What follows belongs to an exercise in optimizing a design on an open flow for small area, a short achievable clock period and few clock cycles per item; a production flow would make more cautious choices.
RTL that was checked went through simulation tests only; none was proved equivalent to the original.
No functional check of the RTL was part of runs 1 to 6.
No activity file was given, so power comes from the tool's default toggle rates.

## flow/run.sh

```bash
#!/bin/bash
# synth_recipe.tcl (not shown) runs the flow's synth.tcl, then flattens the netlist and writes it again
# the make line also repeats each setting of config.mk as NAME=value (left out here)
make -C /OpenROAD-flow-scripts/flow DESIGN_CONFIG=/design/flow/config.mk WORK_HOME=/design/flow/orfs CLKGATE_MAP_FILE= SYNTH_SCRIPT=/design/flow/synth_recipe.tcl finish
```

## flow/config.mk

```make
export PLATFORM = sky130hd
export DESIGN_NAME = emrka_top
export DESIGN_NICKNAME = emrka_top
export VERILOG_FILES = /design/flow/design.v
export SDC_FILE = /design/flow/constraint.sdc
export NUM_CORES = 4
export LEC_CHECK = 0
export CAP_MARGIN = 20
export CORE_MARGIN = 2
export CORE_UTILIZATION = 40
export PLACE_DENSITY = 0.6
export SLEW_MARGIN = 20
```

## flow/constraint.sdc

```tcl
create_clock -name core_clock -period 5.5 [get_ports {clk}]
set_input_delay 1.1000 -clock core_clock [delete_from_list [all_inputs] [get_ports {clk}]]
set_output_delay 1.1000 -clock core_clock [all_outputs]
set_load 0.01 [all_outputs]
```

## flow/design.v

```verilog
module emrka_top (
    input  wire        clk,
    input  wire        rst_n,
    input  wire        sel,
    input  wire        wr,
    input  wire [4:0]  addr,
    input  wire [1:0]  size,
    input  wire [31:0] wdata,
    output reg  [31:0] rdata,
    output reg         err
);
    localparam [2:0] R_KEY_LO  = 3'd0,
                     R_KEY_HI  = 3'd1,
                     R_DIN_LO  = 3'd2,
                     R_DIN_HI  = 3'd3,
                     R_DOUT_LO = 3'd4,
                     R_DOUT_HI = 3'd5,
                     R_CTRL    = 3'd6,
                     R_STATUS  = 3'd7;
    reg [63:0] key_q;
    reg [63:0] din_q;
    reg [63:0] dout_q;
    reg        busy_q;
    reg        done_q;
    reg        err_cmd_q;
    reg        err_busy_q;
    reg [31:0] h_q;
    reg [31:0] l_q;       
    reg [3:0]  c_q;       
    reg        mode_q;
    wire       admit  = (size == 2'b10) && (addr[1:0] == 2'b00);
    wire [2:0] reg_ix = addr[4:2];
    wire       do_wr  = sel && admit &&  wr;
    wire wr_droppable = (reg_ix != R_DOUT_LO) && (reg_ix != R_DOUT_HI) &&
                        (reg_ix != R_STATUS);
    wire busy_drop = do_wr && busy_q && wr_droppable;
    wire wr_ok     = do_wr && !busy_q;
    wire cmd_hi0   = (wdata[31:2] == 30'd0);
    wire cmd_perm  = cmd_hi0 && (wdata[1:0] == 2'b01);
    wire cmd_enc   = cmd_hi0 && (wdata[1:0] == 2'b10);
    wire cmd_write = wr_ok && (reg_ix == R_CTRL);
    wire start     = cmd_write && (cmd_perm || cmd_enc);
    wire cmd_bad   = cmd_write && !(cmd_hi0 && (wdata[1:0] != 2'b11));
    wire st_write  = do_wr && (reg_ix == R_STATUS);
    always @(*) begin
        rdata = 32'h0000_0000;
        err   = 1'b0;
        if (sel) begin
            if (!admit) begin
                err = 1'b1;
            end else if (!wr) begin
                case (reg_ix)
                    R_DIN_LO:  rdata = din_q[31:0];
                    R_DIN_HI:  rdata = din_q[63:32];
                    R_DOUT_LO: rdata = dout_q[31:0];
                    R_DOUT_HI: rdata = dout_q[63:32];
                    R_STATUS:  rdata = {28'd0, err_busy_q, err_cmd_q, done_q, busy_q};
                    default:   rdata = 32'h0000_0000;
                endcase
            end
        end
    end
    reg [31:0] rot_a, rot_b;
    wire [4:0] p    = (c_q == 4'd0) ? 5'd0 : {c_q - 4'd1, 1'b1};
    wire [4:0] ia   = {c_q, 1'b0};
    wire [31:0] la  = l_q + {27'd0, p};
    wire [31:0] ha  = h_q + l_q + {27'd0, p};
    always @(*) begin
        case (c_q[1:0])
            2'd0: rot_a = {la[30:0], la[31]};         
            2'd1: rot_a = {la[27:0], la[31:28]};      
            2'd2: rot_a = {la[14:0], la[31:15]};      
            default: rot_a = {la[28:0], la[31:29]};   
        endcase
    end
    wire [31:0] xa  = rot_a ^ ha;
    wire [31:0] lb  = xa + {27'd0, ia};
    wire [31:0] hb  = ha + xa + {27'd0, ia};
    always @(*) begin
        case (c_q[1:0])
            2'd0: rot_b = {lb[2:0], lb[31:3]};        
            2'd1: rot_b = {lb[23:0], lb[31:24]};      
            2'd2: rot_b = {lb[19:0], lb[31:20]};      
            default: rot_b = {lb[17:0], lb[31:18]};   
        endcase
    end
    wire [31:0] xb  = rot_b ^ hb;                     
    wire [31:0] l_fin = xb + 32'd31;
    wire [63:0] k_eff_start = cmd_enc ? key_q : 64'd0;
    wire [63:0] t_start     = din_q ^ k_eff_start;
    wire [63:0] k_eff_done  = mode_q ? key_q : 64'd0;
    wire        last        = (c_q == 4'd15);
    always @(posedge clk) begin
        if (!rst_n) begin
            key_q      <= 64'd0;
            din_q      <= 64'd0;
            dout_q     <= 64'd0;
            busy_q     <= 1'b0;
            done_q     <= 1'b0;
            err_cmd_q  <= 1'b0;
            err_busy_q <= 1'b0;
        end else begin
            if (wr_ok) begin
                case (reg_ix)
                    R_KEY_LO: key_q[31:0]  <= wdata;
                    R_KEY_HI: key_q[63:32] <= wdata;
                    R_DIN_LO: din_q[31:0]  <= wdata;
                    R_DIN_HI: din_q[63:32] <= wdata;
                    default: ;
                endcase
            end
            if (busy_drop)
                err_busy_q <= 1'b1;
            if (cmd_bad)
                err_cmd_q <= 1'b1;
            if (st_write) begin
                if (wdata[1]) done_q     <= 1'b0;
                if (wdata[2]) err_cmd_q  <= 1'b0;
                if (wdata[3]) err_busy_q <= 1'b0;
            end
            if (start) begin
                busy_q <= 1'b1;
                done_q <= 1'b0;
            end
            if (busy_q && last) begin
                dout_q <= {hb, l_fin} ^ k_eff_done;
                busy_q <= 1'b0;
                done_q <= 1'b1;
            end
        end
    end
    always @(posedge clk) begin
        if (start) begin
            h_q    <= t_start[63:32];
            l_q    <= t_start[31:0];
            c_q    <= 4'd0;
            mode_q <= cmd_enc;
        end else begin
            h_q    <= hb;
            l_q    <= xb;
            c_q    <= c_q + 4'd1;
        end
    end
endmodule
```

==> results of run 1 <==
==> metrics by stage <==
| stage | setup TNS, ps | hold WS (ps) |
|---|---|---|
| 3_3_place_gp | -135240 | 437 |
| 3_5_place_dp | -146610 | 443 |
| 2_1_floorplan | -132100 | 429 |
| 6_report | -137190 | 459 |
| 5_1_grt | -168750 | 481 |
| 4_1_cts | -127280 | 458 |
==> power groups by stage <==
| stage | logic, µW | clock network, µW | registers (µW) |
|---|---|---|---|
| finish | 13800 | 2100 | 2040 |
| floorplan | 5090 | 0 | 2070 |
| detailed placement | 10400 | 0 | 2080 |
| global route | 14500 | 2190 | 2040 |
| global placement | 10300 | 0 | 2080 |
| CTS | 12600 | 2110 | 2040 |
==> synthesized netlist by cell type, types with 7 or more instances <==
library cell,instances
a211oi_1,48
a21o_1,29
a21oi_1,283
a221o_1,9
a221oi_1,45
a222oi_1,15
a22oi_1,59
a31oi_1,14
and2_1,15
and3_1,23
and4_1,9
buf_1,16
clkbuf_1,149
dfxtp_1,264
fa_1,9
ha_1,128
inv_1,35
mux2_2,11
mux2i_1,10
nand2_1,560
nand2b_1,18
nand3_1,50
nand4_1,32
nor2_1,179
nor2b_1,17
nor3_1,28
nor3b_1,7
nor4_1,17
nor4b_1,7
o211ai_1,12
o21ai_0,121
or3_1,12
or4_1,7
xnor2_1,207
xor2_1,110
==> worst reg2reg max path, delay by kind of cell (launching register included) <==
family                     cells  cell delay [ps]
AOI/OAI and AO/OA             12             2320
xor gates and xnor gates       3              650
DFF                            1              360
and+or+nand+nor                9             1850
adders and majority gates      5             1500
buffers and inverters          6              710
==> routing by layer <==
layer  vias to the layer above  global-route usage
met5                         -                   0
met2                      1081               0.522
met1                     10942               0.435
met3                       186              0.0493
met4                         0               0.110
li1                      10687                   -
==> cell families (layout without fill, tap and decap cells) <==
logic type                 after synthesis  count (layout)  share of synthesized area
other                                    0               2                          0
xor gates and xnor gates               319             319                      0.140
DFF                                    265             265                      0.264
AOI/OAI and AO/OA                      711             711                      0.226
buffers and inverters                  204             845                     0.0385
and+or+nand+nor                       1020            1020                      0.231
muxes                                   21              21                     0.0111
adders and majority gates              137             137                     0.0886
==> timing repair <==
action,in CTS,in global routing
endpoints found under the setup margin,119,121
pin swaps,135,164
gates cloned,1,0
setup buffers,72,57
gates resized for setup,294,193
==> placed cells by master (no fill, tap or decap), types with 43 or more instances in the layout <==
cell	instances
o21ai_0	65
a21oi_1	221
xnor2_2	43
ha_1	110
nor2_1	152
xnor2_1	151
clkdlybuf4s50_1	75
xor2_1	85
buf_6	111
buf_4	559
dfxtp_1	262
a21oi_2	49
nand2_1	536
a22oi_1	58
==> registers in the layout, summed over array words and instances (netlist names), 4 cells and up <==
name	cells
din_q	64
key_q	64
dout_q	64
l_q	32
h_q	32
c_q	4
==> final timing paths <==
path                                 start    endpoint  depth (start not counted)
worst max-delay path                c_q[0]  dout_q[26]                         35
worst max register to register      c_q[0]  dout_q[26]                         35
worst min-delay path            dout_q[32]  dout_q[32]                          2
worst min register to register  dout_q[32]  dout_q[32]                          2
==> area by class of cell <==
| class | instances | area, µm² |
|---|---|---|
| diodes | 2 | 5.00 |
| clock buffers | 38 | 800 |
| clock inverters | 14 | 209 |
| fillers | 4418 | 19200 |
| inverters | 35 | 139 |
| multi-input cells | 2208 | 16900 |
| flip-flops and latches | 265 | 5320 |
| well taps | 672 | 841 |
| repair buffers | 758 | 6460 |
==> flow_summary_export.csv, run 1 <==
group,metric,value,unit
status,outcome,"failed layout checks",
status,failed_checks,"negative setup slack",
layout,fin_area,30700,µm²
floorplanning,initial_core_util,0.403,
grt,gr-total-overflow,0,
routing,drcViolationCount,0,
power_and_ir_drop,finalPower,17900,µW
critical_path,critPathRequiredTime,5910,ps
timing,fmax,0.132,GHz
yosys,yosysWarnings,1,
timing,hold_viol,0,
routing,viasPerCell,5.74,
cts,clockBufferDepth,3,
routing,route.met3.wl,7340,µm
yosys,synth-seq-cells,265,
layout,nets,3476,
critical_path,crit_type,"reg2reg",
power_and_ir_drop,peakVddDrop,700,µV
yosys,synth-async-reset-ratio,0,
critical_path,worst_setup_path_start_kind,"flop",
power_and_ir_drop,power_switching,7620,µW
critical_path,reg2reg_slack,-2050,ps
yosys,syn_area,20100,µm²
min_path,hold_path_class,"reg2reg",
layout,postLayoutCoreUtil,0.615,
layout,flow.area_growth_from_synthesis,52.7,%
routing,wl_per_cell,21.9,µm
timing,rsz0062_at_grt,"true",
yosys,synthCells,2677,
flow_run,maxCapViolCount,0,
cts,cts_sinks,265,
floorplanning,pin_count,76,
critical_path,cpPeakStageDelay,550,ps
layout,drive_gt1_frac,0.347,
yosys,synth_cell_types,88,
yosys,synth_top_area_share,0.263,
yosys,yosys-top-cells-area,"dfxtp_1 26%, nand2_1 10%, xnor2_1 9.0%",
cts,clk_pin_slew_worst_paths,80,ps
critical_path,crit_fanout,8,
critical_path,critPathBufInv,6,
layout,layoutNonFillerInstCount,3992,
placement,dp_worst_setup_slack,-2230,ps
power_and_ir_drop,pwr-share-comb,0.769,
placement,dpl-instance-area,26500,µm²
grt,antenna_found_initial,3,
placement,place_congestion,1.01,
placement,post-place-cells,3843,
grt,grt_pass1_wl,131000,µm
power_and_ir_drop,power.density,584,nW/µm²
cts,cts_max_level,1,
yosys,synth_top_area_cell,"dfxtp_1",
placement,port_buffers,75,
yosys,avgSynthCellArea,7.51,µm²
routing,wl_met1,37400,µm
cts,cts_hold_buf,0,
timing,drv_slew,0,
power_and_ir_drop,power_frac_seq,0.114,
power_and_ir_drop,power.share.clock,0.117,
floorplanning,die_area,52100,µm²
timing,min_period,7550,ps
timing,slew_headroom,0.378,
cts,cts_tree,"done",
routing,wl,87600,µm
timing,period_share,1.37,
routing,drt-pass1-iter-count,6,
timing,tightestPinTransition,932,ps
routing,vias,22896,
grt,track_usage,0.322,
floorplanning,rows,82,
yosys,syn_nets,2857,
critical_path,crit_arrival,7960,ps
power_and_ir_drop,swShare,0.425,
yosys,synth_edf_count,1,
power_and_ir_drop,p_leak,0.0121,µW
yosys,ys_seq_area_frac,0.264,
floorplanning,dieHeight,228,µm
routing,routed-wl-met2,39700,µm
routing,highest_layer,"met4",
floorplanning,core,49900,µm²
cts,cts_buffers,28,
grt,grt_pass1_vias,22353,
timing,clock_skew,17.2,ps
routing,drt_iter0_drc,2309,
routing,ant_nets,0,
critical_path,cp_slowest_cell,"or4_4",
grt,grt_max_degree,101,
critical_path,cp_top_family,"compound AO/OA/AOI/OAI gates",
power_and_ir_drop,intPower,10300,µW
placement,dp_hpwl,64400,µm
critical_path,cp-end-kind,"flop",
timing,setup_viol,118,
timing,setup_ws,-2050,ps
cts,insertion_delay,570,ps
yosys,synthFlopType,"dfxtp_1",
cts,cts_root_buffer,"clkbuf_16",
floorplanning,die_x,228,µm
==> run 2: changes to the inputs <==
--- a/flow/design.v
+++ b/flow/design.v
@@ -28,4 +28,5 @@
     reg [31:0] l_q;       
-    reg [3:0]  c_q;       
-    reg        mode_q;
+    reg [4:0]  j_q;       
+    reg        first_q;   
+    reg        mode_q;    
     wire       admit  = (size == 2'b10) && (addr[1:0] == 2'b00);
@@ -38,7 +39,5 @@
     wire cmd_hi0   = (wdata[31:2] == 30'd0);
-    wire cmd_perm  = cmd_hi0 && (wdata[1:0] == 2'b01);
-    wire cmd_enc   = cmd_hi0 && (wdata[1:0] == 2'b10);
     wire cmd_write = wr_ok && (reg_ix == R_CTRL);
-    wire start     = cmd_write && (cmd_perm || cmd_enc);
-    wire cmd_bad   = cmd_write && !(cmd_hi0 && (wdata[1:0] != 2'b11));
+    wire start     = cmd_write && cmd_hi0 && (wdata[1] ^ wdata[0]);
+    wire cmd_bad   = cmd_write && !(cmd_hi0 && !(wdata[1] && wdata[0]));
     wire st_write  = do_wr && (reg_ix == R_STATUS);
@@ -62,32 +61,22 @@
     end
-    reg [31:0] rot_a, rot_b;
-    wire [4:0] p    = (c_q == 4'd0) ? 5'd0 : {c_q - 4'd1, 1'b1};
-    wire [4:0] ia   = {c_q, 1'b0};
-    wire [31:0] la  = l_q + {27'd0, p};
-    wire [31:0] ha  = h_q + l_q + {27'd0, p};
+    wire [4:0]  p   = first_q ? 5'd0 : j_q;
+    wire [2:0]  ri  = j_q[2:0] + 3'd1;            
+    wire [31:0] la  = l_q + {27'd0, p};           
+    wire [31:0] hn  = h_q + l_q + {27'd0, p};     
+    reg  [31:0] lr;                               
     always @(*) begin
-        case (c_q[1:0])
-            2'd0: rot_a = {la[30:0], la[31]};         
-            2'd1: rot_a = {la[27:0], la[31:28]};      
-            2'd2: rot_a = {la[14:0], la[31:15]};      
-            default: rot_a = {la[28:0], la[31:29]};   
+        case (ri)
+            3'd0: lr = {la[30:0], la[31]};        
+            3'd1: lr = {la[2:0],  la[31:3]};      
+            3'd2: lr = {la[27:0], la[31:28]};     
+            3'd3: lr = {la[23:0], la[31:24]};     
+            3'd4: lr = {la[14:0], la[31:15]};     
+            3'd5: lr = {la[19:0], la[31:20]};     
+            3'd6: lr = {la[28:0], la[31:29]};     
+            default: lr = {la[17:0], la[31:18]};  
         endcase
     end
-    wire [31:0] xa  = rot_a ^ ha;
-    wire [31:0] lb  = xa + {27'd0, ia};
-    wire [31:0] hb  = ha + xa + {27'd0, ia};
-    always @(*) begin
-        case (c_q[1:0])
-            2'd0: rot_b = {lb[2:0], lb[31:3]};        
-            2'd1: rot_b = {lb[23:0], lb[31:24]};      
-            2'd2: rot_b = {lb[19:0], lb[31:20]};      
-            default: rot_b = {lb[17:0], lb[31:18]};   
-        endcase
-    end
-    wire [31:0] xb  = rot_b ^ hb;                     
-    wire [31:0] l_fin = xb + 32'd31;
-    wire [63:0] k_eff_start = cmd_enc ? key_q : 64'd0;
-    wire [63:0] t_start     = din_q ^ k_eff_start;
-    wire [63:0] k_eff_done  = mode_q ? key_q : 64'd0;
-    wire        last        = (c_q == 4'd15);
+    wire [31:0] xn  = lr ^ hn;                    
+    wire [63:0] t_start = din_q ^ (wdata[1] ? key_q : 64'd0);
+    wire        fin     = !first_q && (j_q == 5'd31);
     always @(posedge clk) begin
@@ -124,4 +113,4 @@
             end
-            if (busy_q && last) begin
-                dout_q <= {hb, l_fin} ^ k_eff_done;
+            if (busy_q && fin) begin
+                dout_q <= {h_q, la} ^ (mode_q ? key_q : 64'd0);
                 busy_q <= 1'b0;
@@ -132,11 +121,13 @@
     always @(posedge clk) begin
-        if (start) begin
-            h_q    <= t_start[63:32];
-            l_q    <= t_start[31:0];
-            c_q    <= 4'd0;
-            mode_q <= cmd_enc;
+        if (!busy_q) begin
+            h_q     <= t_start[63:32];
+            l_q     <= t_start[31:0];
+            j_q     <= 5'd31;
+            first_q <= 1'b1;
+            mode_q  <= wdata[1];
         end else begin
-            h_q    <= hb;
-            l_q    <= xb;
-            c_q    <= c_q + 4'd1;
+            h_q     <= hn;
+            l_q     <= xn;
+            j_q     <= j_q + 5'd1;
+            first_q <= 1'b0;
         end
==> flow_summary_export.csv, run 2 <==
group,metric,value,unit
timing,min_period,4940,ps
routing,drt-pass1-iter-count,6,
power_and_ir_drop,peakVddDrop,195,µV
yosys,ys_seq_area_frac,0.315,
critical_path,crit_type,"in2out",
floorplanning,die_area,44200,µm²
grt,gr-total-overflow,0,
yosys,syn_nets,2317,
critical_path,worstReg2RegEnd,"l_q[29]",
grt,busiest_layer,"met2",
critical_path,critPathBufInv,3,
timing,setup_ws,562,ps
timing,fmax,0.203,GHz
cts,insertion_delay,580,ps
routing,drt_iter0_drc,1618,
yosys,synth_xor_area_frac,0.113,
critical_path,crit_fanout,26,
critical_path,critPathMostFrequentCell,"clkdlybuf4s50_1",
placement,place_congestion,0.985,
yosys,synth-compound-area-share,0.252,
cts,clockBufferDepth,3,
timing,drv_slew,0,
cts,cts_buffers,30,
critical_path,critPathRequiredTime,4400,ps
flow_run,maxCapViolCount,0,
yosys,yosysWarnings,1,
layout,antenna_cells,0,
cts,clk_pin_slew_worst_paths,60,ps
cts,cts_resized,0,
yosys,synth_top_area_cell,"dfxtp_1",
cts,cts_max_level,1,
placement,port_buffers,75,
min_path,hold_path_class,"reg2reg",
yosys,synthFlopType,"dfxtp_1",
floorplanning,pin_count,76,
grt,met3_usage,0.0419,
routing,drcViolationCount,0,
min_path,hold_end,"key_q[15]",
yosys,synth_top_area_share,0.313,
critical_path,r2r_cells,17,
grt,grtUsageMet1,0.391,
yosys,yosys.area_share.simple,0.207,
timing,hold_viol,0,
min_path,hold_depth,2,
grt,grt_max_degree,105,
yosys,synth_cell_types,79,
critical_path,crit_arrival,3840,ps
layout,drive_gt1_frac,0.0647,
yosys,synth-async-reset-ratio,0,
timing,rsz0062_at_grt,"false",
power_and_ir_drop,power.density,220,nW/µm²
power_and_ir_drop,p_leak,0.00721,µW
routing,wl,61800,µm
yosys,syn_area,17000,µm²
yosys,synth_common_cells,"584 x nand2_1, 266 x dfxtp_1, 135 x a21boi_0",
placement,dp_hpwl,43400,µm
cts,cts_hold_buf,0,
grt,grt_pass1_vias,15573,
critical_path,path_cells,"clkdlybuf4s50_1 > nor2b_1 > nor2b_2 > buf_4 > a22oi_1 > a21oi_1 > clkdlybuf4s50_1",
layout,nets,2323,
min_path,hp-start,"key_q[15]",
timing,clock_skew,22.2,ps
cts,cts_root_buffer,"clkbuf_16",
layout,layout_common_cells,"583 x nand2_1, 265 x dfxtp_1, 135 x a21boi_0",
timing,tightestPinTransition,1040,ps
routing,vias,16353,
floorplanning,core,41900,µm²
cts,post_cts_buffers,0,
yosys,yosys-top-cells-area,"dfxtp_1 31%, nand2_1 13%, xnor2_1 6.2%",
yosys,synth_edf_count,1,
grt,track_usage,0.275,
layout,reg_top3,"din_q x64, dout_q x64, key_q x64",
timing,setup-tns-final,0,ps
floorplanning,die_x,210,µm
grt,grt_pass1_wl,94800,µm
yosys,synthAdderAreaFrac,0.0597,
yosys,avgSynthCellArea,7.75,µm²
routing,ant_nets,0,
critical_path,cpPeakStageDelay,610,ps
timing,period_share,0.898,
yosys,muxShareOfSynthArea,0.0113,
floorplanning,rows,75,
power_and_ir_drop,power_switching,943,µW
grt,antenna_found_initial,0,
routing,viasPerCell,5.91,
cts,cts_tree,"done",
routing,wl_per_cell,22.4,µm
timing,setup_viol,0,
floorplanning,initial_core_util,0.406,
power_and_ir_drop,power.share.clock,0.508,
critical_path,worst_setup_path_start_kind,"input port",
power_and_ir_drop,pwr-share-comb,0.036,
yosys,synth_top_family_by_area,"compound AO/OA/AOI/OAI gates",
yosys,yosysMostFrequentCell,"nand2_1",
layout,flow.area_growth_from_synthesis,13.7,%
floorplanning,dieHeight,210,µm
critical_path,cp_slowest_cell,"clkdlybuf4s50_1",
power_and_ir_drop,intPower,3310,µW
placement,dp_worst_setup_slack,617,ps
power_and_ir_drop,power_frac_seq,0.456,
layout,final_common_cell,"nand2_1",
critical_path,cp-end-kind,"output pin",
yosys,synth-seq-cells,267,
power_and_ir_drop,swShare,0.221,
critical_path,cp_top_family,"buffers and inverters",
cts,cts_sinks,267,
critical_path,r2r-start,"j_q[0]",
timing,slew_headroom,0.304,
critical_path,reg2reg_slack,690,ps
yosys,synthCells,2197,
status,outcome,"finished clean",
layout,postLayoutCoreUtil,0.461,
grt,grt_use_met2,0.419,
[run 2: power groups by stage]
| stage | combinational (µW) | sequential (µW) | clock, µW |
|---|---|---|---|
| after floorplan | 68.0 | 1980 | 0 |
| after global routing | 161 | 1940 | 2260 |
| after detailed placement | 151 | 1980 | 0 |
| after global placement | 149 | 1980 | 0 |
| after CTS | 151 | 1940 | 2190 |
| final | 154 | 1940 | 2160 |
[run 2: logic make-up (layout without fill, tap and decap cells)]
logic type,after synthesis,after routing
AND/OR/NAND/NOR,833,833
AO/OA/AOI/OAI,603,603
flip-flops,267,267
XOR/XNOR,218,218
buffers and inverters,181,210
adder cells (fa/ha/maj),77,77
multiplexers,18,18
[run 2: per-stage QoR]
step / power, µW / cell area, µm² / instances / hold WS (ps)
floorplan: 2050 / 17000 / 2197 / 437
global placement: 2130 / 18300 / 2710 / 460
detailed placement: 2130 / 18300 / 2710 / 471
CTS: 4280 / 19300 / 2765 / 480
global route: 4360 / 19300 / 2765 / 498
finish: 4260 / 19300 / 2765 / 477
[run 2: area by class of cell]
| class | instances | area [µm²] |
|---|---|---|
| multi-input combinational | 1749 | 11000 |
| sequential | 267 | 5360 |
| inverter | 32 | 120 |
| timing repair buffer | 123 | 1100 |
| clock inverter | 8 | 146 |
| clock buffer | 47 | 916 |
| tap | 539 | 674 |
| fill | 4070 | 22600 |
[run 2: worst max path at each step]
stage            start   endpoint  slack, ps  cells past startpoint
3_5_place_dp   addr[4]  rdata[29]        620                      8
6_report       addr[3]  rdata[29]        560                      7
5_1_grt        addr[4]   rdata[8]        390                      8
4_1_cts        addr[4]  rdata[21]        620                      8
2_1_floorplan   j_q[0]    l_q[29]       1610                     17
3_3_place_gp   addr[4]  rdata[30]        740                      8
[run 2: worst min-delay path: cells and delay by family (launching register included)]
family             cells  cell delay [ps]
DFF                    1              320
AOI/OAI and AO/OA      1               60
and+or+nand+nor        1               50
[run 2: routing by layer]
| metal | vias up | routed length, µm | share of wire |
|---|---|---|---|
| li1 | 7663 | - | - |
| met1 | 7865 | 28100 | 0.46 |
| met2 | 691 | 26500 | 0.43 |
| met3 | 134 | 4740 | 0.077 |
| met4 | 0 | 2440 | 0.039 |
| met5 | - | 0 | 0 |
==> run 3: changes to the inputs <==
--- a/flow/config.mk
+++ b/flow/config.mk
@@ -7,2 +7,3 @@
 export LEC_CHECK = 0
+export ABC_CLOCK_PERIOD_IN_PS = 3000
 export CAP_MARGIN = 20
@@ -11,2 +12,3 @@
 export PLACE_DENSITY = 0.6
+export SETUP_SLACK_MARGIN = 2.4
 export SLEW_MARGIN = 20
==> flow_summary_export.csv, run 3 <==
group,metric,value,unit
layout,drive_gt1_frac,0.274,
min_path,hold_path_class,"reg2reg",
floorplanning,die_x,210,µm
critical_path,crit_type,"reg2reg",
yosys,synth-async-reset-ratio,0,
yosys,syn_area,17000,µm²
routing,vias,17555,
timing,hold_viol,0,
cts,cts_tree,"done",
grt,grt_pass1_wl,105000,µm
power_and_ir_drop,pwr-share-comb,0.055,
timing,period_share,0.670,
critical_path,critPathRequiredTime,5970,ps
placement,port_buffers,75,
grt,grt_use_met2,0.482,
critical_path,worst_setup_path_start_kind,"flop",
grt,antenna_found_initial,0,
timing,setup_ws,1820,ps
yosys,synth_top_area_cell,"dfxtp_1",
cts,cts_hold_buf,0,
timing,setup_viol,0,
cts,cts_root_buffer,"clkbuf_16",
power_and_ir_drop,power_switching,978,µW
routing,viasPerCell,5.97,
yosys,yosysMostFrequentCell,"nand2_1",
placement,dp_worst_setup_slack,674,ps
power_and_ir_drop,power.density,186,nW/µm²
yosys,synth_edf_count,1,
grt,met3_usage,0.0615,
routing,ant_nets,0,
routing,drcViolationCount,0,
critical_path,crit_arrival,4160,ps
yosys,synthFlopType,"dfxtp_1",
power_and_ir_drop,p_leak,0.00881,µW
power_and_ir_drop,swShare,0.224,
timing,clock_skew,31.7,ps
cts,cts_sinks,267,
grt,grt_pass1_vias,16519,
critical_path,crit_fanout,5,
yosys,avgSynthCellArea,7.75,µm²
grt,track_usage,0.314,
yosys,yosysWarnings,1,
layout,flow.area_growth_from_synthesis,37.6,%
cts,cts_buffers,30,
grt,gr-total-overflow,0,
floorplanning,die_area,44200,µm²
power_and_ir_drop,power_frac_seq,0.444,
grt,grtUsageMet1,0.433,
layout,reg_top3,"din_q x64, dout_q x64, key_q x64",
layout,final_common_cell,"nand2_1",
floorplanning,dieHeight,210,µm
critical_path,cp-end-kind,"flop",
placement,dp_hpwl,46300,µm
cts,cts_max_level,1,
yosys,synthCells,2197,
yosys,synth_top_area_share,0.313,
routing,drt_iter0_drc,1887,
yosys,synth-seq-cells,267,
grt,busiest_layer,"met2",
timing,drv_slew,0,
cts,insertion_delay,580,ps
routing,wl,72200,µm
grt,grt_max_degree,77,
yosys,ys_seq_area_frac,0.315,
routing,wl_per_cell,24.5,µm
flow_run,maxCapViolCount,0,
timing,setup-tns-final,0,ps
timing,slew_headroom,0.317,
status,outcome,"finished clean",
layout,layout_common_cells,"566 x nand2_1, 256 x dfxtp_1, 133 x a21boi_0",
yosys,yosys-top-cells-area,"dfxtp_1 31%, nand2_1 13%, xnor2_1 6.2%",
power_and_ir_drop,power.share.clock,0.501,
routing,drt-pass1-iter-count,6,
yosys,synth_cell_types,79,
cts,clk_pin_slew_worst_paths,70,ps
cts,clockBufferDepth,3,
layout,antenna_cells,0,
floorplanning,rows,75,
floorplanning,pin_count,76,
power_and_ir_drop,intPower,3380,µW
timing,fmax,0.272,GHz
timing,min_period,3680,ps
timing,rsz0062_at_grt,"true",
floorplanning,core,41900,µm²
power_and_ir_drop,peakVddDrop,222,µV
floorplanning,initial_core_util,0.406,
placement,place_congestion,0.968,
layout,nets,2502,
timing,tightestPinTransition,1020,ps
yosys,syn_nets,2317,
yosys,synth_common_cells,"584 x nand2_1, 266 x dfxtp_1, 135 x a21boi_0",
## run 3: worst paths after layout
check                                from        end  slack, ps  depth (start not counted)
worst min-delay path            key_q[55]  key_q[55]        480                          2
worst min register to register  key_q[55]  key_q[55]        480                          2
worst max-delay path              first_q    l_q[25]       1820                         16
worst max register to register    first_q    l_q[25]       1820                         16
## run 3: cell families (layout without fill, tap and decap cells)
logic type | after synthesis | count (layout) | share of synthesized area
DFF | 267 | 267 | 0.315
and+or+nand+nor | 833 | 834 | 0.207
adders and majority gates | 77 | 77 | 0.0597
buffers and inverters | 181 | 385 | 0.0410
muxes | 18 | 18 | 0.0113
xor gates and xnor gates | 218 | 218 | 0.113
AOI/OAI and AO/OA | 603 | 603 | 0.252
## run 3: routing by layer
| layer | routed length (µm) | up-vias |
|---|---|---|
| met5 | 0 | - |
| met4 | 3170 | 0 |
| met3 | 6470 | 188 |
| met2 | 31900 | 853 |
| met1 | 30600 | 8481 |
| li1 | - | 8033 |
## run 3: timing repair
item,CTS,global route
gates cloned,11,4
pin swaps,123,116
gates resized for setup,463,143
endpoints found under the setup margin,140,100
buffers inserted,114,43
## run 3: stage by stage
stage	instance area, µm²	utilization	hold WS (ps)	total power (µW)	cells
finish	23400	0.558	477	4360	2941
global route	23400	0.558	502	4460	2941
CTS	22300	0.532	479	4360	2894
detailed placement	18700	0.446	449	2140	2717
global placement	18700	0.446	442	2140	2717
floorplan	17500	-	429	2060	2197
## run 3: layout make-up
| class | instances | area [µm²] |
|---|---|---|
| repair buffers | 301 | 3060 |
| clock inverters | 11 | 184 |
| well taps | 539 | 674 |
| inverters | 32 | 123 |
| multi-input cells | 1750 | 13100 |
| fillers | 3647 | 18500 |
| flip-flops and latches | 267 | 5380 |
| clock buffers | 41 | 883 |
## run 3: critical path, stage by stage (launching register included)
cell	delay [ps]
dfxtp_4	380
nand2b_4	150
inv_2	50
fa_1	450
ha_2	200
inv_2	50
fa_2	220
nor2b_4	50
o2111a_2	300
buf_6	120
o31a_1	320
and3_4	200
o21ba_4	200
o21a_1	190
o311ai_4	350
xnor2_1	100
mux2_2	260
## run 3: power by group through the flow
stage	clock network [µW]	logic (µW)	registers [µW]
finish	2180	238	1940
global route	2280	243	1940
CTS	2210	215	1940
detailed placement	0	159	1980
global placement	0	158	1980
floorplan	0	81.3	1980
==> run 4: changes to the inputs <==
--- a/flow/design.v
+++ b/flow/design.v
@@ -21,3 +21,4 @@
     reg [63:0] din_q;
-    reg [63:0] dout_q;
+    reg [63:0] dout_q;    
+    reg        dv_q;      
     reg        busy_q;
@@ -28,4 +29,4 @@
     reg [31:0] l_q;       
-    reg [4:0]  j_q;       
-    reg        first_q;   
+    reg [5:0]  i_q;       
+    reg [4:0]  p_q;       
     reg        mode_q;    
@@ -53,4 +54,4 @@
                     R_DIN_HI:  rdata = din_q[63:32];
-                    R_DOUT_LO: rdata = dout_q[31:0];
-                    R_DOUT_HI: rdata = dout_q[63:32];
+                    R_DOUT_LO: rdata = dv_q ? dout_q[31:0]  : 32'd0;
+                    R_DOUT_HI: rdata = dv_q ? dout_q[63:32] : 32'd0;
                     R_STATUS:  rdata = {28'd0, err_busy_q, err_cmd_q, done_q, busy_q};
@@ -61,4 +62,4 @@
     end
-    wire [4:0]  p   = first_q ? 5'd0 : j_q;
-    wire [2:0]  ri  = j_q[2:0] + 3'd1;            
+    wire [4:0]  p   = p_q;
+    wire [2:0]  ri  = i_q[2:0];                   
     wire [31:0] la  = l_q + {27'd0, p};           
@@ -80,10 +81,21 @@
     wire [63:0] t_start = din_q ^ (wdata[1] ? key_q : 64'd0);
-    wire        fin     = !first_q && (j_q == 5'd31);
+    wire        fin     = i_q[5];
+    wire [31:0] wd_r  = wdata & {32{rst_n}};
+    wire        we_kl = !rst_n || (wr_ok && reg_ix == R_KEY_LO);
+    wire        we_kh = !rst_n || (wr_ok && reg_ix == R_KEY_HI);
+    wire        we_dl = !rst_n || (wr_ok && reg_ix == R_DIN_LO);
+    wire        we_dh = !rst_n || (wr_ok && reg_ix == R_DIN_HI);
+    wire [63:0] res   = {h_q, la} ^ (mode_q ? key_q : 64'd0);
+    always @(posedge clk) begin
+        if (we_kl) key_q[31:0]  <= wd_r;
+        if (we_kh) key_q[63:32] <= wd_r;
+        if (we_dl) din_q[31:0]  <= wd_r;
+        if (we_dh) din_q[63:32] <= wd_r;
+        if (busy_q && fin) dout_q <= res;
+    end
     always @(posedge clk) begin
         if (!rst_n) begin
-            key_q      <= 64'd0;
-            din_q      <= 64'd0;
-            dout_q     <= 64'd0;
             busy_q     <= 1'b0;
             done_q     <= 1'b0;
+            dv_q       <= 1'b0;
             err_cmd_q  <= 1'b0;
@@ -91,11 +103,2 @@
         end else begin
-            if (wr_ok) begin
-                case (reg_ix)
-                    R_KEY_LO: key_q[31:0]  <= wdata;
-                    R_KEY_HI: key_q[63:32] <= wdata;
-                    R_DIN_LO: din_q[31:0]  <= wdata;
-                    R_DIN_HI: din_q[63:32] <= wdata;
-                    default: ;
-                endcase
-            end
             if (busy_drop)
@@ -114,3 +117,3 @@
             if (busy_q && fin) begin
-                dout_q <= {h_q, la} ^ (mode_q ? key_q : 64'd0);
+                dv_q   <= 1'b1;
                 busy_q <= 1'b0;
@@ -124,4 +127,4 @@
             l_q     <= t_start[31:0];
-            j_q     <= 5'd31;
-            first_q <= 1'b1;
+            i_q     <= 6'd0;
+            p_q     <= 5'd0;
             mode_q  <= wdata[1];
@@ -130,4 +133,4 @@
             l_q     <= xn;
-            j_q     <= j_q + 5'd1;
-            first_q <= 1'b0;
+            i_q     <= i_q + 6'd1;
+            p_q     <= i_q[4:0];
         end
--- a/flow/config.mk
+++ b/flow/config.mk
@@ -12,3 +12,3 @@
 export PLACE_DENSITY = 0.6
-export SETUP_SLACK_MARGIN = 2.4
+export SETUP_SLACK_MARGIN = 2.8
 export SLEW_MARGIN = 20
==> flow_summary_export.csv, run 4 <==
group,metric,value,unit
status,outcome,"finished clean",
floorplanning,pin_count,76,
cts,clockBufferDepth,3,
critical_path,crit_arrival,2600,ps
yosys,synthFlopType,"edfxtp_1",
routing,drt_iter0_drc,1729,
layout,postLayoutCoreUtil,0.557,
yosys,synth-async-reset-ratio,0,
power_and_ir_drop,power.density,332,nW/µm²
timing,tightestPinTransition,1180,ps
critical_path,worst_setup_path_start_kind,"input port",
timing,hold_viol,0,
cts,cts_hold_buf,0,
yosys,yosys-top-cells-area,"edfxtp_1 36%, dfxtp_1 9.9%, xnor2_1 8.8%",
timing,clock_skew,22.1,ps
power_and_ir_drop,p_leak,0.00820,µW
layout,flow.area_growth_from_synthesis,37.4,%
grt,gr-total-overflow,0,
cts,cts_tree,"done",
routing,vias,14346,
flow_run,maxCapViolCount,0,
cts,insertion_delay,580,ps
yosys,synth-seq-cells,273,
grt,grt_pass1_wl,87800,µm
power_and_ir_drop,peakVddDrop,287,µV
floorplanning,core,39800,µm²
yosys,avgSynthCellArea,10.1,µm²
yosys,synthCells,1593,
layout,layout_common_cells,"224 x nand2_1, 193 x edfxtp_1, 134 x xnor2_1",
cts,cts_buffers,30,
critical_path,crit_type,"in2out",
layout,reg_top3,"din_q x64, dout_q x64, key_q x64",
timing,drv_slew,0,
timing,min_period,3700,ps
routing,ant_nets,0,
placement,dp_hpwl,36300,µm
routing,drt-pass1-iter-count,6,
power_and_ir_drop,finalPower,7370,µW
yosys,ys_seq_area_frac,0.458,
cts,clk_pin_slew_worst_paths,60,ps
floorplanning,initial_core_util,0.405,
grt,grt_pass1_vias,14107,
layout,antenna_cells,0,
yosys,syn_area,16100,µm²
layout,final_common_cell,"nand2_1",
yosys,yosysWarnings,1,
routing,viasPerCell,6.05,
placement,port_buffers,75,
critical_path,cp-end-kind,"output pin",
timing,rsz0062_at_grt,"true",
timing,fmax,0.271,GHz
floorplanning,die_x,205,µm
layout,nets,1941,
routing,drcViolationCount,0,
cts,cts_root_buffer,"clkbuf_16",
layout,fillers,3458,
floorplanning,dieHeight,205,µm
cts,cts_sinks,273,
yosys,synth_top_area_share,0.359,
critical_path,crit_fanout,6,
yosys,synth_cell_types,82,
timing,setup-tns-final,0,ps
cts,cts_max_level,1,
floorplanning,die_area,42000,µm²
yosys,synth_common_cells,"231 x nand2_1, 193 x edfxtp_1, 163 x xnor2_1",
placement,place_congestion,0.980,
routing,wl_per_cell,25.4,µm
yosys,yosysMostFrequentCell,"nand2_1",
floorplanning,rows,73,
min_path,hold_path_class,"reg2reg",
layout,drive_gt1_frac,0.315,
critical_path,critPathRequiredTime,4400,ps
timing,slew_headroom,0.207,
routing,wl,60200,µm
grt,grt_max_degree,73,
yosys,syn_nets,1710,
grt,antenna_found_initial,0,
yosys,synth_edf_count,193,
yosys,synth_top_area_cell,"edfxtp_1",
timing,setup_viol,0,
grt,track_usage,0.278,
timing,period_share,0.672,
==> run 4: worst paths after layout <==
kind                            slack, ps     from        end  cells after the start
worst max-delay path                 1800  addr[2]  rdata[30]                     10
worst min-delay path                  470   i_q[0]     i_q[0]                      1
worst max register to register       2060   h_q[1]    l_q[31]                     12
worst min register to register        470   i_q[0]     i_q[0]                      1
==> run 4: critical path, cell delays in order <==
cell	delay (ps)
buf_12	110
nand2_4	60
nor2_4	40
buf_6	130
buf_16	140
buf_8	120
a22o_1	200
a222oi_1	490
nor2_4	50
buf_6	130
==> run 4: layout make-up <==
class / count / area [µm²] / area share
inverters: 15 / 61.3 / 0.00276
clock inverters: 13 / 72.6 / 0.00327
flip-flops and latches: 273 / 7440 / 0.336
clock buffers: 43 / 891 / 0.0402
well taps: 525 / 657 / 0.0296
repair buffers: 292 / 2870 / 0.129
multi-input cells: 1212 / 10200 / 0.459
==> run 4: where the power goes <==
part	internal [µW]	leakage, µW	switching (µW)	total (µW)
logic	1370	0.00522	1480	2860
registers	2390	0.00249	160	2550
clock network	1120	0.000483	841	1960
total	4890	0.00820	2490	7370
==> run 4: through the flow <==
step / std cells / cell area (µm²) / setup WS (ps) / hold WS [ps]
final: 2373 / 22200 / 1800 / 470
after global routing: 2373 / 22200 / 1770 / 534
after CTS: 2321 / 21200 / 1760 / 475
after detailed placement: 2139 / 17800 / 720 / 463
after global placement: 2139 / 17800 / 815 / 429
after floorplan: 1593 / 16600 / 1950 / 418
==> run 4: routing by layer <==
metal,GRT usage,share of wire,vias to the layer above
met5,0,0,-
met4,0.103,0.041,0
met3,0.0439,0.081,161
met2,0.455,0.47,751
met1,0.373,0.41,7041
li1,-,-,6393
==> run 4: kinds of logic after synthesis <==
| family | count (synthesis) | share of synthesized area |
|---|---|---|
| buf+inv | 108 | 0.0267 |
| compound gates | 415 | 0.183 |
| xor+xnor | 221 | 0.122 |
| mux | 15 | 0.0103 |
| simple gates | 487 | 0.139 |
| fa+ha+maj | 74 | 0.0606 |
| flops | 273 | 0.458 |
==> run 4: timing repair <==
action / in CTS / in global routing
endpoints found under the setup margin: 268 / 157
resized for setup: 464 / 123
pin swaps: 129 / 126
gates cloned: 5 / 1
buffers inserted: 121 / 51
==> run 5: changes to the inputs <==
--- a/flow/design.v
+++ b/flow/design.v
@@ -80,3 +80,5 @@
     wire [31:0] xn  = lr ^ hn;                    
-    wire [63:0] t_start = din_q ^ (wdata[1] ? key_q : 64'd0);
+    wire        k_use   = busy_q ? mode_q : wdata[1];
+    wire [63:0] k_eff   = k_use ? key_q : 64'd0;
+    wire [63:0] t_start = din_q ^ k_eff;
     wire        fin     = i_q[5];
@@ -87,3 +89,3 @@
     wire        we_dh = !rst_n || (wr_ok && reg_ix == R_DIN_HI);
-    wire [63:0] res   = {h_q, la} ^ (mode_q ? key_q : 64'd0);
+    wire [63:0] res   = {h_q, la} ^ k_eff;
     always @(posedge clk) begin
--- a/flow/config.mk
+++ b/flow/config.mk
@@ -12,3 +12,3 @@
 export PLACE_DENSITY = 0.6
-export SETUP_SLACK_MARGIN = 2.8
+export SETUP_SLACK_MARGIN = 2.4
 export SLEW_MARGIN = 20
==> flow_summary_export.csv, run 5 <==
group,metric,value,unit
yosys,syn_nets,1665,
power_and_ir_drop,power_frac_seq,0.360,
power_and_ir_drop,peakVddDrop,276,µV
critical_path,critPathMostFrequentCell,"buf_6",
status,outcome,"finished clean",
cts,cts_max_level,1,
critical_path,cp_slowest_cell,"buf_12",
layout,drive_gt1_frac,0.294,
critical_path,worst_setup_path_start_kind,"input port",
cts,clk_pin_slew_worst_paths,60,ps
power_and_ir_drop,swShare,0.335,
timing,setup_ws,1760,ps
timing,clock_skew,11.2,ps
yosys,synth_cell_types,83,
yosys,synthCells,1548,
timing,setup-tns-final,0,ps
yosys,synthFlopType,"edfxtp_1",
cts,cts_hold_buf,0,
grt,track_usage,0.280,
floorplanning,core,39600,µm²
yosys,avgSynthCellArea,10.3,µm²
critical_path,critPathRequiredTime,4400,ps
yosys,yosysWarnings,1,
power_and_ir_drop,power.share.clock,0.283,
timing,slew_headroom,0.279,
critical_path,cpPeakStageDelay,200,ps
critical_path,crit_fanout,7,
grt,grt_pass1_vias,13367,
cts,cts_tree,"done",
critical_path,cp-end-kind,"output pin",
power_and_ir_drop,intPower,4720,µW
grt,gr-total-overflow,0,
critical_path,crit_arrival,2640,ps
power_and_ir_drop,power_switching,2380,µW
yosys,ys_seq_area_frac,0.462,
floorplanning,rows,73,
yosys,synth_top_area_share,0.360,
power_and_ir_drop,pwr-share-comb,0.357,
timing,hold_viol,0,
yosys,synth-seq-cells,273,
routing,wl_per_cell,26.3,µm
timing,drv_slew,0,
cts,insertion_delay,570,ps
yosys,syn_area,16000,µm²
routing,vias,14213,
floorplanning,dieHeight,204,µm
layout,reg_top3,"din_q x64, dout_q x64, key_q x64",
placement,dp_worst_setup_slack,791,ps
yosys,yosysMostFrequentCell,"edfxtp_1",
cts,cts_root_buffer,"clkbuf_16",
critical_path,path_cells,"buf_6 > buf_6 > buf_6 > buf_6 > nand3b_1 > o21ai_1 > nor2_2 > nand3_4 > buf_12 > buf_16 > nor2_2 > buf_2",
placement,place_congestion,0.978,
routing,drt-pass1-iter-count,9,
grt,grt_max_degree,89,
cts,cts_buffers,30,
flow_run,maxCapViolCount,0,
power_and_ir_drop,power.density,331,nW/µm²
yosys,yosys-top-cells-area,"edfxtp_1 36%, dfxtp_1 10%, xnor2_1 8.5%",
routing,drt_iter0_drc,1917,
routing,viasPerCell,6.18,
placement,dp_hpwl,37600,µm
layout,layout_common_cells,"192 x edfxtp_1, 153 x nand2_1, 132 x xnor2_1",
layout,antenna_cells,0,
grt,grt_pass1_wl,87300,µm
yosys,synth_top_area_cell,"edfxtp_1",
grt,antenna_found_initial,0,
timing,min_period,3740,ps
cts,cts_sinks,273,
routing,ant_nets,0,
power_and_ir_drop,p_leak,0.00786,µW
floorplanning,die_x,204,µm
min_path,hold_path_class,"reg2reg",
placement,port_buffers,75,
routing,wl,60400,µm
layout,final_common_cell,"edfxtp_1",
floorplanning,die_area,41600,µm²
floorplanning,pin_count,76,
routing,drcViolationCount,0,
cts,clockBufferDepth,3,
yosys,synth-async-reset-ratio,0,
critical_path,crit_type,"in2out",
timing,period_share,0.681,
timing,fmax,0.267,GHz
layout,nets,1869,
yosys,synth_common_cells,"192 x edfxtp_1, 162 x nand2_1, 155 x xnor2_1",
timing,setup_viol,0,
timing,rsz0062_at_grt,"true",
floorplanning,initial_core_util,0.404,
yosys,synth_edf_count,192,
layout,flow.area_growth_from_synthesis,34.4,%
timing,tightestPinTransition,1070,ps
-- run 5: changes by cell type in the layout (fill, tap and decap cells not counted), moves of 10 or more --
cell | previous run | this run
a21oi_1 | 59 | 75
o21ai_1 | 24 | 10
buf_2 | 32 | 22
nand2_1 | 224 | 153
o21ai_2 | 19 | 6
nor2_4 | 10 | 21
buf_6 | 71 | 49
xor2_1 | 43 | 54
-- run 5: final cells by class --
class                           count  area, µm²
Inverter                           22       86.3
Fill cell                        3412      18100
Multi-Input combinational cell   1166       9760
Tap cell                          525        657
Clock inverter                     16        131
Clock buffer                       40        850
Timing Repair Buffer              259       2590
Sequential cell                   273       7430
-- run 5: worst max-delay path: cells and delay by family --
family                 cells  cell delay [ps]
AO/OA/AOI/OAI              1              100
AND/OR/NAND/NOR            4              550
buffers and inverters      7              890
-- run 5: logic make-up (layout without fill, tap and decap cells) --
kind of cell    after synthesis  count (layout)  share of synthesized area
compound gates              415             415                      0.187
flops                       273             273                      0.462
fa+ha+maj                    74              74                     0.0612
buf+inv                     110             337                     0.0271
xor+xnor                    219             219                      0.120
mux                          21              21                     0.0140
simple gates                436             437                      0.129
-- run 5: power groups by stage --
| stage | clock [µW] | combinational [µW] | sequential [µW] |
|---|---|---|---|
| 2_1_floorplan | 0 | 1370 | 2520 |
| 4_1_cts | 2040 | 2180 | 2550 |
| 3_3_place_gp | 0 | 1840 | 2580 |
| 5_1_grt | 2110 | 2700 | 2580 |
| 6_report | 2010 | 2540 | 2560 |
| 3_5_place_dp | 0 | 1860 | 2580 |
-- run 5: repair_timing --
| item | in CTS | in global routing |
|---|---|---|
| hold endpoints to repair | 0 | 0 |
| setup endpoints to repair | 152 | 191 |
| gates resized for setup | 380 | 151 |
| buffers inserted | 78 | 57 |
| pin swaps | 112 | 117 |
| gates cloned | 11 | 0 |
-- run 5: through the flow --
stage / std cells / area [µm²] / util / hold slack (ps) / power (µW)
2_1_floorplan: 1548 / 16200 / - / 446 / 3880
3_3_place_gp: 2098 / 17500 / 0.441 / 477 / 4410
3_5_place_dp: 2099 / 17500 / 0.442 / 487 / 4440
4_1_cts: 2244 / 20300 / 0.513 / 503 / 6760
5_1_grt: 2301 / 21500 / 0.542 / 526 / 7390
6_report: 2301 / 21500 / 0.542 / 500 / 7110
-- run 5: final timing paths --
check / startpoint / to / slack, ps / depth (start not counted)
max reg2reg: l_q[1] / l_q[31] / 2220 / 13
min: i_q[0] / i_q[0] / 500 / 1
max: addr[2] / rdata[6] / 1760 / 12
min reg2reg: i_q[0] / i_q[0] / 500 / 1
-- run 5: metal layers --
metal  vias to the layer above  track usage  routed length, µm
met5                         -            0                  0
met3                       162       0.0574               6190
met1                      6982        0.397              25400
met2                       860        0.418              26400
li1                       6209            -                  -
met4                         0        0.110               2430
==> run 6: changes to the inputs <==
--- a/flow/design.v
+++ b/flow/design.v
@@ -65,3 +65,6 @@
     wire [31:0] la  = l_q + {27'd0, p};           
-    wire [31:0] hn  = h_q + l_q + {27'd0, p};     
+    wire [31:0] pz  = {27'd0, p};
+    wire [31:0] cs  = h_q ^ l_q ^ pz;
+    wire [31:0] cc  = (h_q & l_q) | (h_q & pz) | (l_q & pz);
+    wire [31:0] hn  = cs + {cc[30:0], 1'b0};
     reg  [31:0] lr;                               
==> flow_summary_export.csv, run 6 <==
group,metric,value,unit
layout,layoutNonFillerInstCount,2215,
routing,viasPerCell,6.10,
layout,drive_gt1_frac,0.252,
placement,post-place-cells,2069,
grt,track_usage,0.265,
floorplanning,die_x,203,µm
yosys,synth-seq-cells,273,
cts,cts_buffers,30,
yosys,synth_common_cells,"192 x edfxtp_1, 165 x nand2_1, 158 x xnor2_1",
floorplanning,die_area,41100,µm²
critical_path,crit_fanout,8,
yosys,synth_edf_count,192,
placement,place_congestion,0.966,
yosys,avgSynthCellArea,10.4,µm²
yosys,yosysWarnings,1,
timing,rsz0062_at_grt,"true",
routing,wl,55900,µm
floorplanning,initial_core_util,0.407,
layout,final_common_cell,"edfxtp_1",
grt,antenna_found_initial,0,
yosys,ys_seq_area_frac,0.468,
cts,cts_root_buffer,"clkbuf_16",
yosys,yosys-top-cells-area,"edfxtp_1 37%, dfxtp_1 10%, xnor2_1 8.8%",
grt,gr-total-overflow,0,
critical_path,crit_arrival,2470,ps
timing,drv_slew,0,
status,outcome,"finished clean",
timing,tightestPinTransition,911,ps
yosys,synth_top_area_cell,"edfxtp_1",
grt,grt_max_degree,71,
power_and_ir_drop,power.density,346,nW/µm²
critical_path,reg2reg_slack,2070,ps
layout,postLayoutCoreUtil,0.525,
floorplanning,rows,72,
yosys,synthFlopType,"edfxtp_1",
flow_run,maxCapViolCount,0,
power_and_ir_drop,p_leak,0.00742,µW
critical_path,crit_type,"in2out",
layout,fillers,3381,
layout,multi_input_comb_area,9310,µm²
routing,vias,13515,
yosys,syn_nets,1634,
yosys,syn_area,15800,µm²
timing,period_share,0.650,
cts,clk_pin_slew_worst_paths,60,ps
critical_path,cp-end-kind,"output pin",
layout,register_area,7430,µm²
layout,flow.area_growth_from_synthesis,29.0,%
yosys,yosysMostFrequentCell,"edfxtp_1",
cts,cts_tree,"done",
cts,cts_max_level,1,
min_path,hold_path_class,"reg2reg",
critical_path,worst_setup_path_start_kind,"input port",
grt,grt_pass1_vias,12799,
timing,setup_ws,1930,ps
placement,dp_worst_setup_slack,560,ps
power_and_ir_drop,power_switching,2330,µW
floorplanning,pin_count,76,
routing,drcViolationCount,0,
placement,port_buffers,75,
routing,drt_iter0_drc,1625,
power_and_ir_drop,intPower,4730,µW
critical_path,critPathRequiredTime,4400,ps
power_and_ir_drop,finalPower,7060,µW
power_and_ir_drop,swShare,0.330,
layout,nets,1790,
floorplanning,dieHeight,203,µm
timing,hold_viol,0,
timing,clock_skew,11.2,ps
floorplanning,core,38800,µm²
placement,dp_hpwl,36500,µm
timing,setup_viol,0,
timing,setup-tns-final,0,ps
routing,ant_nets,0,
routing,wl_per_cell,25.3,µm
layout,layout_common_cells,"192 x edfxtp_1, 159 x nand2_1, 137 x xnor2_1",
cts,cts_sinks,273,
yosys,synth-async-reset-ratio,0,
yosys,synthCells,1517,
yosys,synth_top_area_share,0.365,
routing,drt-pass1-iter-count,9,
power_and_ir_drop,pwr-share-comb,0.354,
layout,reg_top3,"din_q x64, dout_q x64, key_q x64",
timing,fmax,0.280,GHz
cts,insertion_delay,570,ps
power_and_ir_drop,peakVddDrop,282,µV
grt,grt_pass1_wl,83000,µm
yosys,synth_cell_types,77,
layout,antenna_cells,0,
timing,slew_headroom,0.393,
power_and_ir_drop,power.share.clock,0.286,
power_and_ir_drop,power_frac_seq,0.361,
timing,min_period,3570,ps
cts,clockBufferDepth,3,
run 6: repair_timing:
action	4_1_cts	5_1_grt
buffers inserted	60	23
pin swaps	85	108
resized for setup	334	112
gates cloned	7	0
hold buffers	0	0
endpoints found under the setup margin	108	82
run 6: metrics by stage:
step	cell area [µm²]	hold slack, ps
finish	20400	491
global route	20400	550
CTS	19700	495
detailed placement	17400	483
global placement	17400	479
floorplan	16000	446
run 6: cell families after synthesis:
| kind of cell | Yosys count | share of synthesized area |
|---|---|---|
| multiplexers | 21 | 0.0143 |
| adder cells (fa/ha/maj) | 74 | 0.0620 |
| AND/OR/NAND/NOR | 440 | 0.130 |
| flip-flops | 273 | 0.468 |
| XOR/XNOR | 218 | 0.122 |
| AO/OA/AOI/OAI | 384 | 0.177 |
| buffers and inverters | 107 | 0.0267 |
run 6: metal layers:
layer	share of wire	vias up	GRT usage
met4	0.031	0	0.0769
li1	-	6001	-
met5	0	-	0
met2	0.45	771	0.415
met3	0.098	138	0.0480
met1	0.42	6605	0.375
run 6: final cells by class:
cell class,count,area share
Clock buffer,47,0.0430
Sequential cell,273,0.364
Tap cell,518,0.0318
Clock inverter,9,0.00485
Timing Repair Buffer,207,0.0950
Inverter,22,0.00405
Multi-Input combinational cell,1139,0.457
run 6: power groups by stage:
| stage | Clock, µW | Sequential, µW | Combinational (µW) |
|---|---|---|---|
| 3_5_place_dp | 0 | 2570 | 1830 |
| 5_1_grt | 2120 | 2560 | 2650 |
| 4_1_cts | 2040 | 2530 | 2170 |
| 2_1_floorplan | 0 | 2520 | 1350 |
| 3_3_place_gp | 0 | 2570 | 1800 |
| 6_report | 2010 | 2540 | 2500 |
run 6: worst paths after layout:
path | startpoint | endpoint | depth (start not counted)
max | addr[4] | rdata[5] | 10
min reg2reg | i_q[0] | i_q[0] | 1
min | i_q[0] | i_q[0] | 1
max reg2reg | h_q[1] | l_q[29] | 12
run 6: critical path, stage by stage:
cell,delay (ps)
buf_8,100
buf_12,120
nand2_4,70
nor2_4,70
buf_12,130
buf_16,150
a22o_1,210
a222oi_1,290
nor2_1,70
buf_2,160
==> run 7: changes to the inputs <==
--- a/flow/design.v
+++ b/flow/design.v
@@ -21,4 +21,3 @@
     reg [63:0] din_q;
-    reg [63:0] dout_q;    
-    reg        dv_q;      
+    reg [63:0] dout_q;
     reg        busy_q;
@@ -54,4 +53,4 @@
                     R_DIN_HI:  rdata = din_q[63:32];
-                    R_DOUT_LO: rdata = dv_q ? dout_q[31:0]  : 32'd0;
-                    R_DOUT_HI: rdata = dv_q ? dout_q[63:32] : 32'd0;
+                    R_DOUT_LO: rdata = dout_q[31:0];
+                    R_DOUT_HI: rdata = dout_q[63:32];
                     R_STATUS:  rdata = {28'd0, err_busy_q, err_cmd_q, done_q, busy_q};
@@ -65,6 +64,3 @@
     wire [31:0] la  = l_q + {27'd0, p};           
-    wire [31:0] pz  = {27'd0, p};
-    wire [31:0] cs  = h_q ^ l_q ^ pz;
-    wire [31:0] cc  = (h_q & l_q) | (h_q & pz) | (l_q & pz);
-    wire [31:0] hn  = cs + {cc[30:0], 1'b0};
+    wire [31:0] hn  = h_q + l_q + {27'd0, p};     
     reg  [31:0] lr;                               
@@ -83,5 +79,3 @@
     wire [31:0] xn  = lr ^ hn;                    
-    wire        k_use   = busy_q ? mode_q : wdata[1];
-    wire [63:0] k_eff   = k_use ? key_q : 64'd0;
-    wire [63:0] t_start = din_q ^ k_eff;
+    wire [63:0] t_start = din_q ^ (wdata[1] ? key_q : 64'd0);
     wire        fin     = i_q[5];
@@ -92,3 +86,4 @@
     wire        we_dh = !rst_n || (wr_ok && reg_ix == R_DIN_HI);
-    wire [63:0] res   = {h_q, la} ^ k_eff;
+    wire        we_do = !rst_n || (busy_q && fin);
+    wire [63:0] res   = ({h_q, la} ^ (mode_q ? key_q : 64'd0)) & {64{rst_n}};
     always @(posedge clk) begin
@@ -98,3 +93,3 @@
         if (we_dh) din_q[63:32] <= wd_r;
-        if (busy_q && fin) dout_q <= res;
+        if (we_do) dout_q       <= res;
     end
@@ -104,3 +99,2 @@
             done_q     <= 1'b0;
-            dv_q       <= 1'b0;
             err_cmd_q  <= 1'b0;
@@ -122,3 +116,2 @@
             if (busy_q && fin) begin
-                dv_q   <= 1'b1;
                 busy_q <= 1'b0;
==> flow_summary_export.csv, run 7 <==
group,metric,value,unit
yosys,synth-async-reset-ratio,0,
critical_path,cp-end-kind,"flop",
cts,clk_pin_slew_worst_paths,70,ps
yosys,synth_top_area_share,0.355,
routing,drt-pass1-iter-count,6,
yosys,yosysWarnings,1,
placement,dp_hpwl,38900,µm
power_and_ir_drop,p_leak,0.00761,µW
grt,antenna_found_initial,0,
timing,hold_viol,0,
min_path,hold_end,"i_q[0]",
yosys,avgSynthCellArea,9.84,µm²
timing,min_period,3470,ps
yosys,synthFlopType,"edfxtp_1",
yosys,synth_edf_count,193,
critical_path,cpPeakStageDelay,500,ps
critical_path,path_cells,"fa_2 > buf_4 > fa_2 > a211oi_4 > o21ai_2 > a21oi_2 > o211ai_1 > a21boi_2 > o21ai_1 > a21oi_2 > xor2_2 > xnor2_1 > a21oi_1",
floorplanning,die_area,42400,µm²
floorplanning,dieHeight,206,µm
placement,post-place-cells,2208,
critical_path,cp_top_family,"compound AO/OA/AOI/OAI gates",
yosys,yosys-top-cells-area,"edfxtp_1 36%, dfxtp_1 9.7%, xnor2_1 7.2%",
routing,drcViolationCount,0,
placement,port_buffers,75,
critical_path,cp_slowest_cell,"fa_2",
critical_path,reg2reg_slack,2030,ps
power_and_ir_drop,finalPower,7050,µW
routing,wl,58900,µm
grt,grt_pass1_vias,13579,
cts,cts_buffers,30,
grt,gr-total-overflow,0,
critical_path,worst_setup_path_start_kind,"flop",
floorplanning,core,40600,µm²
grt,grt_pass1_wl,86300,µm
cts,cts_root_buffer,"clkbuf_16",
routing,ant_nets,0,
timing,period_share,0.631,
placement,place_congestion,0.949,
timing,drv_slew,0,
critical_path,critPathRequiredTime,5920,ps
min_path,hold_path_class,"reg2reg",
critical_path,crit_type,"reg2reg",
routing,viasPerCell,6.11,
layout,nets,1908,
timing,fmax,0.288,GHz
layout,drive_gt1_frac,0.229,
yosys,synth_common_cells,"223 x nand2_1, 193 x edfxtp_1, 134 x xnor2_1",
flow_run,maxCapViolCount,0,
cts,cts_max_level,1,
cts,cts_sinks,272,
critical_path,r2r-start,"h_q[2]",
status,outcome,"finished clean",
floorplanning,pin_count,76,
layout,layoutNonFillerInstCount,2347,
timing,clock_skew,22.9,ps
critical_path,crit_fanout,3,
layout,final_common_cell,"nand2_1",
critical_path,critPathBufInv,1,
grt,track_usage,0.272,
layout,flow.area_growth_from_synthesis,25.7,%
routing,wl_per_cell,25.1,µm
yosys,syn_area,16300,µm²
yosys,synth-seq-cells,272,
layout,reg_top3,"din_q x64, dout_q x64, key_q x64",
critical_path,worstReg2RegEnd,"l_q[29]",
cts,cts_tree,"done",
layout,layout_common_cells,"220 x nand2_1, 193 x edfxtp_1, 116 x xnor2_1",
floorplanning,initial_core_util,0.403,
yosys,yosysMostFrequentCell,"nand2_1",
power_and_ir_drop,peakVddDrop,244,µV
routing,vias,14341,
min_path,hold_depth,1,
timing,rsz0062_at_grt,"true",
yosys,synth_cell_types,75,
min_path,hp-start,"i_q[0]",
timing,setup-tns-final,0,ps
yosys,synthCells,1659,
floorplanning,rows,74,
timing,setup_viol,0,
critical_path,r2r_cells,13,
yosys,synth_top_area_cell,"edfxtp_1",
layout,antenna_cells,0,
timing,tightestPinTransition,1020,ps
timing,slew_headroom,0.322,
power_and_ir_drop,power.density,344,nW/µm²
critical_path,crit_arrival,3890,ps
floorplanning,die_x,206,µm
yosys,ys_seq_area_frac,0.452,
yosys,syn_nets,1776,
cts,insertion_delay,580,ps
timing,whs,494,ps
grt,grt_max_degree,82,
routing,drt_iter0_drc,1902,
cts,clockBufferDepth,3,
## run 7: cell count changes after synthesis, sizes merged, moves of 23 or more
cell	before	now
o21ai	58	99
a21oi	79	116
a22o	37	7
xnor2	159	136
nor2	118	74
a22oi	10	65
a222oi	35	9
nand2	165	223
nand3	18	44
and2	48	84
## run 7: worst max path at each step
stage	startpoint	slack (ps)	endpoint	cells past startpoint
6_report	h_q[2]	2030	l_q[29]	13
5_1_grt	h_q[1]	1960	l_q[29]	13
4_1_cts	l_q[2]	2020	l_q[26]	12
3_5_place_dp	addr[4]	630	rdata[17]	7
3_3_place_gp	addr[4]	740	rdata[15]	7
2_1_floorplan	size[0]	1950	key_q[0]	3
## run 7: what timing repair did
item,4_1_cts,5_1_grt
hold buffers,0,0
buffers inserted,51,28
resized for setup,318,85
gates cloned,4,0
pin swaps,67,74
setup endpoints to repair,197,142
## run 7: area by class of cell
| cell class | count | area (µm²) |
|---|---|---|
| timing repair buffer | 202 | 1790 |
| multi-input combinational | 1264 | 9610 |
| clock inverter | 12 | 77.6 |
| clock buffer | 44 | 865 |
| tap | 532 | 666 |
| sequential | 272 | 7420 |
| fill | 3699 | 20000 |
| inverter | 21 | 78.8 |
## run 7: cell families after synthesis
logic type,synth area share
compound gates,0.189
xor+xnor,0.107
fa+ha+maj,0.0599
buf+inv,0.0287
flops,0.452
mux,0.00736
simple gates,0.155
## run 7: per-layer routing
layer  GRT usage  part of all wire  vias up  wire length, µm
met4      0.0875             0.033        0             1950
met1       0.394              0.43     7004            25500
met5           0                 0        -                0
met2       0.406              0.43      825            25500
li1            -                 -     6367                -
met3      0.0538              0.10      145             5940
## run 7: power breakdown
part	total, µW	switching (µW)	internal (µW)	leakage, µW
sequential	2630	205	2420	0.00256
combinational	2480	1400	1080	0.00461
clock	1940	856	1090	0.000444
## run 7: through the flow
stage | instance area, µm² | setup WS, ps | utilization
3_5_place_dp | 18000 | 630 | 0.443
2_1_floorplan | 16600 | 1950 | -
5_1_grt | 20500 | 1960 | 0.506
6_report | 20500 | 2030 | 0.506
4_1_cts | 19800 | 2020 | 0.489
3_3_place_gp | 18000 | 742 | 0.443
## run 7: worst reg2reg max path, cell delays in order, from the launching register on
cell	delay (ps)
dfxtp_4	360
fa_2	500
buf_4	160
fa_2	420
a211oi_4	240
o21ai_2	120
a21oi_2	250
o211ai_1	280
a21boi_2	260
o21ai_1	110
a21oi_2	190
xor2_2	210
xnor2_1	140
a21oi_1	80
Testbench counts of run 7, summed over its fixed seeds: cycles 15,218, items 384.

re-timing with driven ports:
How much do the figures lean on ideal ports? The routed layouts below were timed once more, with nothing changed but the port constraints. Step 1 assumes that a clkbuf_16 drives the clock port and a buf_2 every other input. Step 2 adds t to the input delays and takes it off the output delays; t is the mean of the earliest and latest rising clock arrival at the registers after step 1. Input paths then give back, and output paths get back, about the clock's delay inside the block. Three values: no drivers, after step 1, after step 2; two values: the first two.
| run | t, ns | setup WS [ns] | slew at the worst register clock pin (ns) |
|---|---|---|---|
| run 1 | 0.616 | -2.051 / -2.051 / -2.051 | 0.08 / 0.08 |
| run 2 | 0.627 | 0.562 / 0.532 / 0.532 | 0.07 / 0.07 |
| run 3 | 0.620 | 1.817 / 1.803 / 1.803 | 0.07 / 0.07 |
| run 4 | 0.623 | 1.804 / 1.757 / 1.757 | 0.07 / 0.07 |
| run 5 | 0.620 | 1.756 / 1.716 / 1.716 | 0.07 / 0.07 |
| run 6 | 0.615 | 1.927 / 1.888 / 1.888 | 0.06 / 0.06 |
| run 7 | 0.625 | 2.030 / 1.978 / 1.940 | 0.07 / 0.07 |
The setup slack of run 7, which loses most, moves by -0.052 ns with the drivers and by -0.090 ns with both steps.
